What follows belongs to an exercise in optimizing a design on an open flow for small area, a short achievable clock period and few clock cycles; a production flow would make more cautious choices. Only simulation tests tie the RTL to the original design; equivalence was not proved. Power figures rest on the tool's default switching activity, not on a simulated workload.

Design dem_encoder, start of the top module:
module dem_encoder (
    input  wire        clk,
    input  wire        rst,         
    input  wire        start,
    input  wire [15:0] in_len,      
    input  wire [15:0] out_cap,     
    output wire        busy,
    output reg         done,
    output reg         fail,
    output reg  [3:0]  cause,       
    output reg  [15:0] out_len,     
    output wire        rd_en,
    output wire [13:0] rd_addr,     
    input  wire [31:0] rd_data,
    output wire        out_valid,
    output wire [7:0]  out_data,
    input  wire        out_ready
);
For scale: roughly 310 flip-flops, about 120 I/O pins, ~18000 um^2 of cells after synthesis.
Settings: LEC_CHECK=0, CAP_MARGIN=20, CORE_MARGIN=2, CORE_UTILIZATION=40, CTS_BUF_LIST=sky130_fd_sc_hd__clkbuf_4 sky130_fd_sc_hd__clkbuf_8, SETUP_SLACK_MARGIN=5, SLEW_MARGIN=20, TNS_END_PERCENT=100; clock period 10.0 ns.
standard.sh (not shown) runs the stock make flow with config.mk's settings and CLKGATE_MAP_FILE= SYNTH_SCRIPT=/design/flow/synth_recipe.tcl, a recipe that flattens the netlist after the stock synthesis.
==> flow/flow/run.sh <==
#!/bin/bash
# The standard layout (standard.sh: the standard synthesis and ORFS flow) with three
# changes: plain buf_1 port buffers, no CTS dummy loads, and the setup repair aimed
# 6.3 ns below the clock period. Each run's full output goes to standard.log.
set -euo pipefail
bash standard.sh SETUP_SLACK_MARGIN=6.3 \
  "BUFFER_PORTS_ARGS=-buffer_cell sky130_fd_sc_hd__buf_1" \
  "CTS_ARGS=-sink_clustering_enable -repair_clock_nets -buf_list {sky130_fd_sc_hd__clkbuf_4 sky130_fd_sc_hd__clkbuf_8} -dont_use_dummy_load" \
  finish > standard.log 2>&1
Testbench counts at the start, summed over its fixed seeds: cycles 44,918.
Edit:
--- a/flow/flow/run.sh
+++ b/flow/flow/run.sh
@@ -3,5 +3,5 @@
 # changes: plain buf_1 port buffers, no CTS dummy loads, and the setup repair aimed
-# 6.3 ns below the clock period. Each run's full output goes to standard.log.
+# 6.6 ns below the clock period. Each run's full output goes to standard.log.
 set -euo pipefail
-bash standard.sh SETUP_SLACK_MARGIN=6.3 \
+bash standard.sh SETUP_SLACK_MARGIN=6.6 \
   "BUFFER_PORTS_ARGS=-buffer_cell sky130_fd_sc_hd__buf_1" \
Settings changed: GPL_TIMING_DRIVEN from default to 1.
What happened: The new run ran to the end with no violations; setup slack improved by 0.30 ns; clock skew falls by 0.014 ns; maximum frequency rises by 8.5%; cell area rises by 4.5%; sequential share of layout area falls by 1.8 points.
Edit:
Settings changed: GPL_TIMING_DRIVEN 1 to default.
Result: The new run produced a clean layout. Sequential cell count is unchanged. Count of clock-buffer cells in the layout is unchanged. Setup slack stays the same. Cell count is unchanged. Combinational power stays flat. Global-route usage does not change. Utilization does not change. Wire length does not change. Clock power stays flat. Area after synthesis is unchanged. Power stays the same.
Edit:
--- a/flow/flow/run.sh
+++ b/flow/flow/run.sh
@@ -3,5 +3,5 @@
 # changes: plain buf_1 port buffers, no CTS dummy loads, and the setup repair aimed
-# 6.6 ns below the clock period. Each run's full output goes to standard.log.
+# 6 ns below the clock period. Each run's full output goes to standard.log.
 set -euo pipefail
-bash standard.sh SETUP_SLACK_MARGIN=6.6 \
+bash standard.sh SETUP_SLACK_MARGIN=6 \
   "BUFFER_PORTS_ARGS=-buffer_cell sky130_fd_sc_hd__buf_1" \
Effect: Flip-flop and latch count stays the same. Global-route usage fell by 1.4 points. Power fell by a few percent. Non-clock buffer count fell by 82. Routed wire length fell by a little under a tenth.
Edit:
--- a/flow/flow/run.sh
+++ b/flow/flow/run.sh
@@ -3,5 +3,5 @@
 # changes: plain buf_1 port buffers, no CTS dummy loads, and the setup repair aimed
-# 6 ns below the clock period. Each run's full output goes to standard.log.
+# 6.8 ns below the clock period. Each run's full output goes to standard.log.
 set -euo pipefail
-bash standard.sh SETUP_SLACK_MARGIN=6 \
+bash standard.sh SETUP_SLACK_MARGIN=6.8 \
   "BUFFER_PORTS_ARGS=-buffer_cell sky130_fd_sc_hd__buf_1" \
Setup slack improved by 0.46 ns.
Power rises by roughly a tenth.
Register-to-register slack improved by 0.38 ns.
Global-route usage rises by 2.2 points.
Hold slack improved by 0.021 ns.
Final cell count rises by a little under a tenth.
Via count rises by roughly a tenth.
Final area rises by about a fifth.
Count of clock-buffer cells in the layout rises by 1.
Edit:
--- a/flow/flow/run.sh
+++ b/flow/flow/run.sh
@@ -3,5 +3,5 @@
 # changes: plain buf_1 port buffers, no CTS dummy loads, and the setup repair aimed
-# 6.8 ns below the clock period. Each run's full output goes to standard.log.
+# 7 ns below the clock period. Each run's full output goes to standard.log.
 set -euo pipefail
-bash standard.sh SETUP_SLACK_MARGIN=6.8 \
+bash standard.sh SETUP_SLACK_MARGIN=7 \
   "BUFFER_PORTS_ARGS=-buffer_cell sky130_fd_sc_hd__buf_1" \
Sequential share of layout area went down by 2.1 points.
Count of clock-buffer cells in the layout went down by 2.
Via count went up by about 3.7%.


Setup of the previous run:
Another version of the RTL of dem_encoder (not shown whole).
Size in the first run: ~1,700 cells after synthesis, about 17,000 µm² of cells after synthesis.
export LEC_CHECK = 0
export CAP_MARGIN = 20
export CORE_MARGIN = 2
export CORE_UTILIZATION = 40
export CTS_BUF_LIST = sky130_fd_sc_hd__clkbuf_4 sky130_fd_sc_hd__clkbuf_8
export SETUP_SLACK_MARGIN = 5
export SLEW_MARGIN = 20
export TNS_END_PERCENT = 100
create_clock -name core_clock -period 10.0 [get_ports {clk}]
==> flow/flow/run.sh <==
#!/bin/bash
# The standard layout (standard.sh: the standard synthesis and ORFS flow) with three
# changes: plain buf_1 port buffers, no CTS dummy loads, and the setup repair aimed
# 7 ns below the clock period. Each run's full output goes to standard.log.
set -euo pipefail
bash standard.sh SETUP_SLACK_MARGIN=7 \
  "BUFFER_PORTS_ARGS=-buffer_cell sky130_fd_sc_hd__buf_1" \
  "CTS_ARGS=-sink_clustering_enable -repair_clock_nets -buf_list {sky130_fd_sc_hd__clkbuf_4 sky130_fd_sc_hd__clkbuf_8} -dont_use_dummy_load" \
  finish > standard.log 2>&1
Testbench counts of the previous run, summed over its fixed seeds: cycles 44,927.
Edits applied to the flow inputs when going from the previous run to the current run:
- changing CORE_UTILIZATION from 40 to 65
--- a/flow/flow/run.sh
+++ b/flow/flow/run.sh
@@ -3,5 +3,5 @@
 # changes: plain buf_1 port buffers, no CTS dummy loads, and the setup repair aimed
-# 7 ns below the clock period. Each run's full output goes to standard.log.
+# 6 ns below the clock period. Each run's full output goes to standard.log.
 set -euo pipefail
-bash standard.sh SETUP_SLACK_MARGIN=7 \
+bash standard.sh SETUP_SLACK_MARGIN=6 \
   "BUFFER_PORTS_ARGS=-buffer_cell sky130_fd_sc_hd__buf_1" \
### Flow results
- All of the previous run and the current run finish clean.
- Compared with the previous run, in the current run global-route wire length before repair went down, total power went down, share of power burned in combinational logic went down.
- The previous run → the current run: initial core utilization moved up; number of non-filler instances in the completed layout moved down; well-tap cell count moved down; clock-net power moved down; critical path depth moved down.
- On the current run: standard cell area after detailed placement is 960 µm² lower than what the previous run gave.
- The final reports for the current run and the previous run show number of multi-input logic gates lower in the former.
- In the current run, the shortest clock period the worst path allows after layout came out 0.057 ns above the value in the previous run.


Setup of rev 12:
dem_encoder again, from the RTL that the note above started with.
==> flow/config.mk <==
export PLATFORM = sky130hd
export DESIGN_NAME = dem_encoder
export DESIGN_NICKNAME = dem_encoder
export VERILOG_FILES = /design/flow/design.v
export SDC_FILE = /design/flow/constraint.sdc
export NUM_CORES = 4
export LEC_CHECK = 0
export CAP_MARGIN = 20
export CORE_MARGIN = 2
export CORE_UTILIZATION = 40
export CTS_BUF_LIST = sky130_fd_sc_hd__clkbuf_4 sky130_fd_sc_hd__clkbuf_8
export SETUP_SLACK_MARGIN = 5
export SLEW_MARGIN = 20
export TNS_END_PERCENT = 100
==> flow/constraint.sdc <==
create_clock -name core_clock -period 10.0 [get_ports {clk}]
set_input_delay 2.0000 -clock core_clock [delete_from_list [all_inputs] [get_ports {clk}]]
set_output_delay 2.0000 -clock core_clock [all_outputs]
set_load 0.01 [all_outputs]
==> flow/flow/run.sh <==
#!/bin/bash
# The standard layout (standard.sh: the standard synthesis and ORFS flow) with three
# changes: plain buf_1 port buffers, no CTS dummy loads, and the setup repair aimed
# 6.5 ns below the clock period. Each run's full output goes to standard.log.
set -euo pipefail
bash standard.sh SETUP_SLACK_MARGIN=6.5 \
  "BUFFER_PORTS_ARGS=-buffer_cell sky130_fd_sc_hd__buf_1" \
  "CTS_ARGS=-sink_clustering_enable -repair_clock_nets -buf_list {sky130_fd_sc_hd__clkbuf_4 sky130_fd_sc_hd__clkbuf_8} -dont_use_dummy_load" \
  finish > standard.log 2>&1
Testbench counts of rev 12, summed over its fixed seeds: cycles 44,927.
Edits applied to the flow inputs when going from rev 12 to rev 13:
==> flow/flow/run.sh <==
#!/bin/bash
# The standard layout (standard.sh: the standard synthesis and ORFS flow) with three
# changes: plain buf_1 port buffers, no CTS dummy loads, and the setup repair aimed
# 6 ns below the clock period. Each run's full output goes to standard.log.
set -euo pipefail
bash standard.sh SETUP_SLACK_MARGIN=6 \
  "BUFFER_PORTS_ARGS=-buffer_cell sky130_fd_sc_hd__buf_1" \
  "CTS_ARGS=-sink_clustering_enable -repair_clock_nets -buf_list {sky130_fd_sc_hd__clkbuf_4 sky130_fd_sc_hd__clkbuf_8} -dont_use_dummy_load" \
  finish > standard.log 2>&1
==> run notes <==
Setup slack, rev 13 and rev 12: larger value in rev 12. Looking at post-route total power, rev 13 sits about 6% below rev 12. Compared with rev 12, rev 13 ends up with a smaller final cell area. Compared to rev 12, rev 13 has global-route usage 2.4 points lower.

-- static timing again, ports no longer ideal --
How much do the figures lean on ideal ports? The routed layouts below were timed once more, with nothing changed but the port constraints.
Step 1, drivers: a clkbuf_16 drives clk and a buf_2 each remaining input, both assumed.
Step 2 also shifts input and output timing later by t, the mid clock arrival at the registers, as if the neighbouring blocks saw the same clock.
a / b / c = no drivers / after step 1 / after step 2; a / b = the first two.
| run | t (ns) | slack for setup (ns) | worst setup path after step 2 | pins driven straight from the clock port |
|---|---|---|---|---|
| the first run of note 1 | 0.666 | 6.193 / 6.144 / 5.756 | input to register | 1 |
| the second run of note 1 | 0.655 | 6.493 / 6.479 / 5.983 | input to register | 1 |
| the third run of note 1 | 0.655 | 6.493 / 6.479 / 5.983 | input to register | 1 |
| the fourth run of note 1 | 0.661 | 6.038 / 5.990 / 5.499 | input to register | 1 |
| the fifth run of note 1 | 0.661 | 6.500 / 6.455 / 5.851 | input to register | 1 |
| the sixth run of note 1 | 0.676 | 6.336 / 6.336 / 5.861 | input to register | 1 |
| the previous run | 0.674 | 6.088 / 6.088 / 5.521 | input to register | 1 |
| the current run | 0.609 | 6.031 / 6.031 / 5.559 | input to register | 1 |
| rev 12 | 0.666 | 6.087 / 6.087 / 5.597 | input to register | 1 |
| rev 13 | 0.653 | 6.061 / 6.061 / 5.461 | input to register | 1 |
After both steps every run listed still meets setup and hold. For the fifth run of note 1, which loses most, drivers alone change the setup slack by -0.045 ns; drivers and shift together by -0.649 ns.
